From an optimization exercise on the open Yosys and OpenROAD flow, aimed at small area, a short achievable clock period and few clock cycles per item; shortcuts taken in it are not production practice.
No functional check of the RTL was part of this run.
No activity file was given, so power comes from the tool's default toggle rates.

<file path="run.sh">
#!/bin/bash
# synth_recipe.tcl (not shown) runs the flow's synth.tcl, then flattens the netlist and writes it again
# the make line also repeats each setting of config.mk as NAME=value (left out here)
make -C /OpenROAD-flow-scripts/flow DESIGN_CONFIG=/design/flow/config.mk WORK_HOME=/design/flow/orfs CLKGATE_MAP_FILE= SYNTH_SCRIPT=/design/flow/synth_recipe.tcl finish
</file>
<file path="config.mk">
export PLATFORM = sky130hd
export DESIGN_NAME = g2c1_pie_rx
export DESIGN_NICKNAME = g2c1_pie_rx
export VERILOG_FILES = /design/flow/design.v
export SDC_FILE = /design/flow/constraint.sdc
export NUM_CORES = 4
export LEC_CHECK = 0
export CAP_MARGIN = 20
export CORE_MARGIN = 2
export CORE_UTILIZATION = 40
export PLACE_DENSITY = 0.6
export SLEW_MARGIN = 20
</file>
<file path="design.v">
module g2c1_pie_rx (
    input  wire         clk,
    input  wire         rst,           
    input  wire         edge_valid,
    output wire         edge_ready,
    input  wire [31:0]  edge_dur,      
    input  wire         edge_last,     
    input  wire [31:0]  rt_tol,        
    input  wire [31:0]  tr_tol,        
    output wire         res_valid,
    input  wire         res_ready,
    output wire [31:0]  res_flags,
    output wire [31:0]  res_tari,
    output wire [31:0]  res_rtcal,
    output wire [31:0]  res_trcal,
    output wire [31:0]  res_blf,
    output wire [15:0]  res_start,
    output wire [15:0]  res_end,
    output wire [6:0]   res_nbits,
    output wire [63:0]  res_bits,      
    output wire [111:0] res_fields     
);
    localparam [31:0] MAX_SYMBOL = 32'd16384000;    
    localparam [31:0] TARI_MIN   = 32'd409600;      
    localparam [31:0] TARI_MAX   = 32'd1638400;     
    localparam [1:0] P_RT = 2'd0, P_TR = 2'd1, P_DATA = 2'd2;
    localparam [3:0] E_NOTFOUND = 4'd2, E_SIZE = 4'd3;
    reg        fin;          
    reg        out_v;        
    reg        end_last;     
    reg [15:0] idx;          
    reg [15:0] sub_start;
    reg        act;          
    reg [1:0]  phase;
    reg        p_ok;         
    reg [20:0] prev;         
    reg        cal_ok;
    reg        trcal_ok;
    reg [23:0] rtcal;
    reg [23:0] trcal;
    reg [63:0] bits;
    reg [6:0]  nbits;
    reg        bitovf;
    reg [4:0]  crc;
    reg        dst;          
    reg [26:0] dv_r;         
    reg [33:0] dv_q;         
    wire release_ = out_v && res_ready;
    wire take     = edge_valid && edge_ready;
    wire [31:0] d = edge_dur;
    wire [23:0] d24 = d[23:0];
    wire gap      = (d > MAX_SYMBOL);
    assign edge_ready = !fin;
    wire        rt_big = |rt_tol[31:24];
    wire [23:0] rt24   = rt_tol[23:0];
    wire [23:0] p5h    = ({prev, 2'b00} + {2'b00, prev} + 24'd1) >> 1;    
    wire [22:0] p3     = {prev, 1'b0} + {1'b0, prev};
    wire [25:0] c1s    = {2'b00, d24} + {2'b00, rt24} - {2'b00, p5h};
    wire [25:0] c2s    = {3'b000, p3} + {2'b00, rt24} - {2'b00, d24};
    wire        in_rt  = rt_big || (!c1s[25] && !c2s[25]);
    wire        tr_big = |tr_tol[31:25];
    wire [24:0] tr25   = tr_tol[24:0];
    wire [27:0] r11    = {rtcal, 3'b000} + {3'b000, rtcal, 1'b0} + {4'd0, rtcal};
    wire [25:0] r3     = {1'b0, rtcal, 1'b0} + {2'b00, rtcal};
    wire [25:0] dts    = {2'b00, d24} + {1'b0, tr25};
    wire [30:0] c3s    = {2'b00, dts, 3'b000} + {4'd0, dts, 1'b0} - {3'd0, r11};
    wire [27:0] c4s    = {2'b00, r3} + {3'b000, tr25} - {4'b0000, d24};
    wire        in_tr  = tr_big || (!c3s[30] && !c4s[27]);
    wire        data_bit = ({d24, 1'b0} > {1'b0, rtcal});
    wire        tari_ok  = (d >= TARI_MIN) && (d <= TARI_MAX);
    reg         m_ok;
    reg [3:0]   m_err;
    reg [2:0]   m_type;
    reg [111:0] m_fields;
    always @(*) begin
        m_ok     = 1'b0;
        m_err    = E_NOTFOUND;
        m_type   = 3'd0;
        m_fields = 112'd0;
        if (nbits == 7'd0) begin
            m_err = E_NOTFOUND;
        end else if (bits[63] == 1'b0) begin
            if (nbits < 7'd2) begin
                m_err = E_NOTFOUND;
            end else if (bits[62] == 1'b0) begin
                if (nbits < 7'd4) begin
                    m_err = E_SIZE;
                end else begin
                    m_ok   = 1'b1;
                    m_type = 3'd2;
                    m_fields[15:0] = {14'd0, bits[61:60]};
                end
            end else begin
                if (nbits < 7'd18) begin
                    m_err = E_SIZE;
                end else begin
                    m_ok   = 1'b1;
                    m_type = 3'd3;
                    m_fields[15:0] = bits[61:46];
                end
            end
        end else begin
            if (nbits < 7'd2) begin
                m_err = E_NOTFOUND;
            end else if (bits[62] == 1'b0) begin
                if (nbits < 7'd4) begin
                    m_err = E_NOTFOUND;
                end else if (bits[61:60] == 2'b00) begin
                    if (nbits < 7'd17) begin
                        m_err = E_SIZE;
                    end else begin
                        m_ok   = 1'b1;
                        m_type = 3'd0;
                        m_fields[15:0]   = {15'd0, bits[59]};
                        m_fields[31:16]  = 16'd1 << bits[58:57];
                        m_fields[47:32]  = {15'd0, bits[56]};
                        m_fields[63:48]  = {14'd0, bits[55:54]};
                        m_fields[79:64]  = {14'd0, bits[53:52]};
                        m_fields[95:80]  = {15'd0, bits[51]};
                        m_fields[111:96] = {12'd0, bits[50:47]};
                    end
                end else if (bits[61:60] == 2'b01) begin
                    if (nbits < 7'd9) begin
                        m_err = E_SIZE;
                    end else if (bits[57:55] == 3'b000 || bits[57:55] == 3'b110 ||
                                 bits[57:55] == 3'b011) begin
                        m_ok   = 1'b1;
                        m_type = 3'd1;
                        m_fields[15:0]  = {14'd0, bits[59:58]};
                        m_fields[31:16] = (bits[57:55] == 3'b000) ? 16'd0 :
                                          (bits[57:55] == 3'b110) ? 16'd1 : 16'd2;
                    end else begin
                        m_err = E_NOTFOUND;
                    end
                end else begin
                    m_err = E_NOTFOUND;
                end
            end else begin
                if (nbits < 7'd8) begin
                    m_err = E_NOTFOUND;
                end else if (bits[61:56] == 6'b000000) begin
                    m_ok   = 1'b1;
                    m_type = 3'd4;
                end else begin
                    m_err = E_NOTFOUND;
                end
            end
        end
        if (m_ok) m_err = 4'd0;
    end
    wire        dr     = bits[59];
    wire [25:0] dv_d   = dr ? ({1'b0, trcal, 1'b0} + {2'b00, trcal}) : {2'b00, trcal};
    wire        blf_in = dr ? (trcal >= 24'd22) : (trcal >= 24'd9);
    wire        is_query_pfx = (bits[63:60] == 4'b1000) && (nbits >= 7'd5);
    reg  [25:0] dv_msb;
    reg         seen;
    integer     k;
    always @(*) begin
        seen = 1'b0;
        for (k = 25; k >= 0; k = k - 1) begin
            dv_msb[k] = dv_d[k] && !seen;
            seen = seen || dv_d[k];
        end
    end
    wire        dv_run   = dst && !dv_q[33];
    wire [27:0] dv_diff  = {1'b0, dv_r} - {2'b00, dv_d};
    wire        dv_ge    = !dv_diff[27];
    wire [26:0] dv_rn    = dv_ge ? dv_diff[26:0] : dv_r;
    wire        dv_start = !dst && !fin && trcal_ok && is_query_pfx && blf_in;
    wire        dv_ok    = !dst || dv_q[33] || dv_q[32];
    wire        blf_ok   = m_ok && (m_type == 3'd0) && trcal_ok && blf_in;
    wire        crc_ok   = m_ok && (m_type == 3'd0) && (nbits >= 7'd22) && (crc == 5'd0);
    assign res_valid  = out_v;
    assign res_flags  = {13'd0, m_type, 4'd0, m_err, 1'b0, 1'b0, crc_ok, bitovf,
                         blf_ok, m_ok, trcal_ok, cal_ok};
    assign res_tari   = {11'd0, prev & {21{cal_ok}}};
    assign res_rtcal  = {8'd0, rtcal & {24{cal_ok}}};
    assign res_trcal  = {8'd0, trcal & {24{trcal_ok}}};
    assign res_blf    = dv_q[31:0] & {32{blf_ok}};
    assign res_start  = sub_start;
    assign res_end    = idx;
    assign res_nbits  = nbits;
    assign res_bits   = bits;
    assign res_fields = m_fields;
    wire        run_edge = take && !gap;
    wire        is_bit   = run_edge && ((phase == P_DATA) || (phase == P_TR && !in_tr));
    wire        store    = is_bit && !nbits[6];
    wire        crc_fb   = crc[4] ^ data_bit;
    wire        clr      = rst || release_;
    integer j;
    always @(posedge clk) begin
        if (rst) begin
            fin      <= 1'b0;
            out_v    <= 1'b0;
            end_last <= 1'b0;
            idx      <= 16'd0;
        end else if (release_) begin
            fin   <= 1'b0;
            out_v <= 1'b0;
            idx   <= end_last ? 16'd0 : idx + 16'd1;
        end else if (fin) begin
            if (dv_ok) out_v <= 1'b1;
        end else if (take) begin
            end_last <= edge_last;
            if (gap) begin
                if (act) begin
                    fin   <= 1'b1;
                    out_v <= dv_ok;
                end else begin
                    idx <= edge_last ? 16'd0 : idx + 16'd1;
                end
            end else begin
                idx <= idx + 16'd1;
                if (edge_last) begin
                    fin   <= 1'b1;
                    out_v <= dv_ok;
                end
            end
        end
        if (clr) begin
            act      <= 1'b0;
            phase    <= P_RT;
            p_ok     <= 1'b0;
            cal_ok   <= 1'b0;
            trcal_ok <= 1'b0;
            nbits    <= 7'd0;
            bitovf   <= 1'b0;
            crc      <= 5'b01001;
            dst      <= 1'b0;
        end else begin
            if (run_edge) begin
                act <= 1'b1;
                case (phase)
                    P_RT: begin
                        if (p_ok && in_rt) begin
                            cal_ok <= 1'b1;
                            phase  <= P_TR;
                        end else begin
                            p_ok <= tari_ok;
                        end
                    end
                    P_TR: begin
                        if (in_tr) trcal_ok <= 1'b1;
                        phase <= P_DATA;
                    end
                    default: ;
                endcase
            end
            if (store) begin
                nbits <= nbits + 7'd1;
                if (nbits < 7'd22) crc <= {crc[3:0], 1'b0} ^ (crc_fb ? 5'b01001 : 5'b00000);
            end else if (is_bit) begin
                bitovf <= 1'b1;
            end
            if (dv_start) dst <= 1'b1;
        end
        if (run_edge && !act) sub_start <= idx;
        if (run_edge && phase == P_RT && !(p_ok && in_rt)) prev <= d[20:0];
        if (run_edge && phase == P_RT) rtcal <= d24;
        if (run_edge && phase == P_TR) trcal <= d24;
        for (j = 0; j < 64; j = j + 1) begin
            if (clr) bits[j] <= 1'b0;
            else if (store && nbits[5:0] == 6'd63 - j[5:0]) bits[j] <= data_bit;
        end
        if (dv_start) begin
            dv_r <= {1'b0, dv_msb};
            dv_q <= dr ? {8'd0, dv_msb} >> 6 : {8'd0, dv_msb} >> 3;
        end else if (dv_run) begin
            dv_r <= {dv_rn[25:0], 1'b0};
            dv_q <= {dv_q[32:0], dv_ge};
        end
    end
endmodule
</file>
<file path="constraint.sdc">
create_clock -name core_clock -period 10.0 [get_ports {clk}]
set_input_delay 2.0000 -clock core_clock [delete_from_list [all_inputs] [get_ports {clk}]]
set_output_delay 2.0000 -clock core_clock [all_outputs]
set_load 0.01 [all_outputs]
</file>
==> impl_metrics.csv <==
group,metric,value,unit
cts,cts.path.max_buffers,3,
final_layout,area.growth.synth_to_final,19.7,%
cts,path_clk_slew,60,ps
cts,clock_sinks,249,
detailed_routing,first_pass_iters,5,
timing,max_freq,113,MHz
floorplanning,die_h,259,um
floorplanning,rows,93,
global_route,antenna_found_initial,11,
outcome,outcome,"finished clean",
place,routabilityCongestion,0.908,
place,dp_cells,4000,
global_route,grt_pass1_vias,21900,
place,io_buffers,347,
pwr,combPwrFrac,24.1,%
worst_setup_path,critPathMaxFanout,71,
cts,cts_setup_buffers,0,
pwr,switching_share,30.5,%
timing,slew_headroom,27.3,%
cts,cts_root_buf,"clkbuf_16",
timing,post-route-period-util,88.5,%
pwr,p_int,2100,uW
floorplanning,fp.dieW,259,um
worst_setup_path,arrival,9260,ps
final_layout,layout_commonest_cell,"inv_1",
synth,avgSynthCellArea,9.07,sq um
floorplanning,io-pin-count,478,
global_route,grt_overflow,0,
timing,fin_skew,12.9,ps
pwr,cellLeakagePower,0.0130,uW
detailed_routing,final_antenna_net_count,0,
timing,final-setup-viol-count,0,
synth,ys_seq_area_share,24.8,%
synth,synth-edff-count,145,
synth,synth_cell_types,89,
detailed_routing,finalWirelength,77.4,mm
final_layout,final_nets,3738,
cts,htree_levels,2,
synth,synthArstFlopShare,0,%
pwr,p_per_area,97.6,nW/um^2
pwr,clkPwrFrac,40.1,%
worst_setup_path,crit_type,"input port to flop",
floorplanning,coreArea,64200,sq um
floorplanning,die_area,66800,sq um
synth,synthFlopType,"edfxtp_1",
timing,rsz0062_at_grt,"no",
synth,ys_ff_latch,249,
pwr,peakVddDrop,80.3,uV
global_route,track_usage,22.7,%
detailed_routing,vias_per_cell,5.32,
global_route,grt_max_degree,72,
cts,cts_buffers,34,
timing,worst_pin_slew,1070,ps
floorplanning,start_util,40.3,%
hold_path,hp-class,"flop to flop",
worst_setup_path,critPathLaunchType,"input port",
synth,ys_warn_count,1,
pwr,p_seq_share,35.7,%
hold_path,whs_path_depth,2,
pwr,p_sw,923,uW
detailed_routing,drc,0,
timing,post-route-min-period,8850,ps
detailed_routing,drt_iter0_markers,1470,
synth,netlist_area,25900,sq um
timing,finalHoldViolCount,0,
final_layout,drive_above_1_share,4.18,%
timing,slew_violations,0,
worst_setup_path,required,10400,ps
worst_setup_path,r2r_cells,20,
cts,cts_tree,"built",
cts,hold_buffers,0,
final_layout,mostFrequentLayoutCells,"inv_1 (404), clkdlybuf4s50_1 (347), ha_1 (274)",
timing,fin_setup_tns,0,ps
final_layout,fin_cells,4066,
detailed_routing,num_vias,21600,
cts,clk_latency,550,ps
place,dp_hpwl,60.6,mm
flow_run,maxCapViolCount,0,
synth,synthCells,2858,
worst_setup_path,endpoint_kind,"flop",
cts,cts.repair.resized,0,
detailed_routing,wl_per_cell,19.0,um
global_route,grt_pass1_wl,122,mm
[layout make-up]
| class | count | area, sq um |
|---|---|---|
| fill | 6109 | 33200 |
| antenna | 5 | 12.5 |
| sequential | 249 | 6440 |
| clock buffer | 48 | 976 |
| multi-input combinational | 2102 | 17100 |
| inverter | 405 | 1520 |
| clock inverter | 13 | 113 |
| tap | 855 | 1070 |
| timing repair buffer | 389 | 3800 |
[registers in the layout, indices dropped and copies added (netlist names), 2 cells and up]
name       cells
bits          64
trcal         24
dv_r          27
idx           16
rtcal         24
dv_q          34
nbits          7
crc            5
phase          2
prev          21
sub_start     16
[critical path, cell delays in order]
cell and delay (ps):
clkdlybuf4s50_1 510, ha_1 190, fa_1 210, nor2b_1 170
o221ai_1 200, a2111oi_0 840, o211ai_1 260, a31oi_1 370
a31oi_1 210, o31ai_1 340, xnor2_1 220, inv_1 90
fa_1 480, inv_1 50, fa_1 390, ha_1 320
a21oi_1 160, o21ai_0 100, a211o_1 300, a221o_1 250
a21oi_1 180, o211ai_1 180, buf_12 240, a2111oi_0 630
mux2i_1 250, nor2_1 50
[path summary, 6_finish.rpt]
path	from	end	slack (ps)
max	tr_tol[0]	bits[59]	1150
min reg2reg	bitovf	bitovf	470
max reg2reg	trcal[1]	dv_r[12]	3580
min	bitovf	bitovf	470
[synthesized netlist by cell type, types with 61 or more instances]
cell | n | share of area, %
nand2_1 | 122 | 1.8
nor2_1 | 249 | 3.6
dfxtp_1 | 104 | 8.0
inv_1 | 404 | 5.9
ha_1 | 274 | 13
xnor2_1 | 71 | 2.4
a21oi_1 | 132 | 2.5
buf_4 | 138 | 4.0
fa_1 | 182 | 14
o21ai_0 | 61 | 1.2
a2111oi_0 | 67 | 2.3
mux2i_1 | 88 | 3.4
edfxtp_1 | 145 | 17
clkbuf_1 | 75 | 1.1
and2_1 | 100 | 2.4
[cell families (layout without fill, tap and decap cells)]
kind of cell             Yosys count  after routing  synth area share [%]
buffers and inverters            636            855                  11.3
XOR/XNOR                          91             91                  3.08
AO/OA/AOI/OAI                    555            555                  14.9
adder cells (fa/ha/maj)          456            456                  27.3
other                              1            135                0.0145
flip-flops                       249            249                  24.8
multiplexers                      89             89                  3.44
AND/OR/NAND/NOR                  781            781                  15.2
[layer usage]
| metal | up-vias | share of wire [%] | track usage, % |
|---|---|---|---|
| li1 | 10300 | - | - |
| met1 | 10600 | 44 | 30.5 |
| met2 | 632 | 47 | 37.6 |
| met3 | 135 | 5.3 | 3.02 |
| met4 | 14 | 3.3 | 7.79 |
| met5 | - | 0.12 | 0 |
[stage by stage]
step,util (%),worst slack (ps),total power [uW],hold slack (ps),instance area (sq um)
final,48.3,1150,3030,469,31000
after global routing,48.3,330,3210,511,31000
after CTS,48.3,1140,3060,476,31000
after detailed placement,46.6,569,1830,461,29900
after global placement,46.6,638,1810,460,29900
after floorplan,-,2280,1630,438,26400
[power groups by stage]
stage | logic [uW] | registers (uW) | clock network [uW]
global route | 845 | 1080 | 1280
global placement | 704 | 1100 | 0
CTS | 735 | 1080 | 1250
floorplan | 526 | 1100 | 0
detailed placement | 730 | 1100 | 0
finish | 730 | 1080 | 1220

==> static timing again, ports no longer ideal <==
In the flow no input, the clock included, has a driving cell. The finished layout below was timed again as built, in two steps. Step 1: set_driving_cell puts a clkbuf_16 on clk and a buf_2 on each other input, an assumption about the parent block. Step 2 adds t to the input delays and takes it off the output delays; t is the mean of the earliest and latest rising clock arrival at the registers after step 1. Input paths then give back, and output paths get back, about the clock's delay inside the block. Three values: ideal ports, drivers, drivers and shift; two values: the first two.
shift t [ns]: 0.585
setup WS [ns]: 1.148 / 1.161 / 0.577
worst slew at a driven data input, ns: 0.10
After both steps this run still meets setup and hold. For this run, drivers alone change the setup slack by +0.013 ns; drivers and shift together by -0.571 ns.
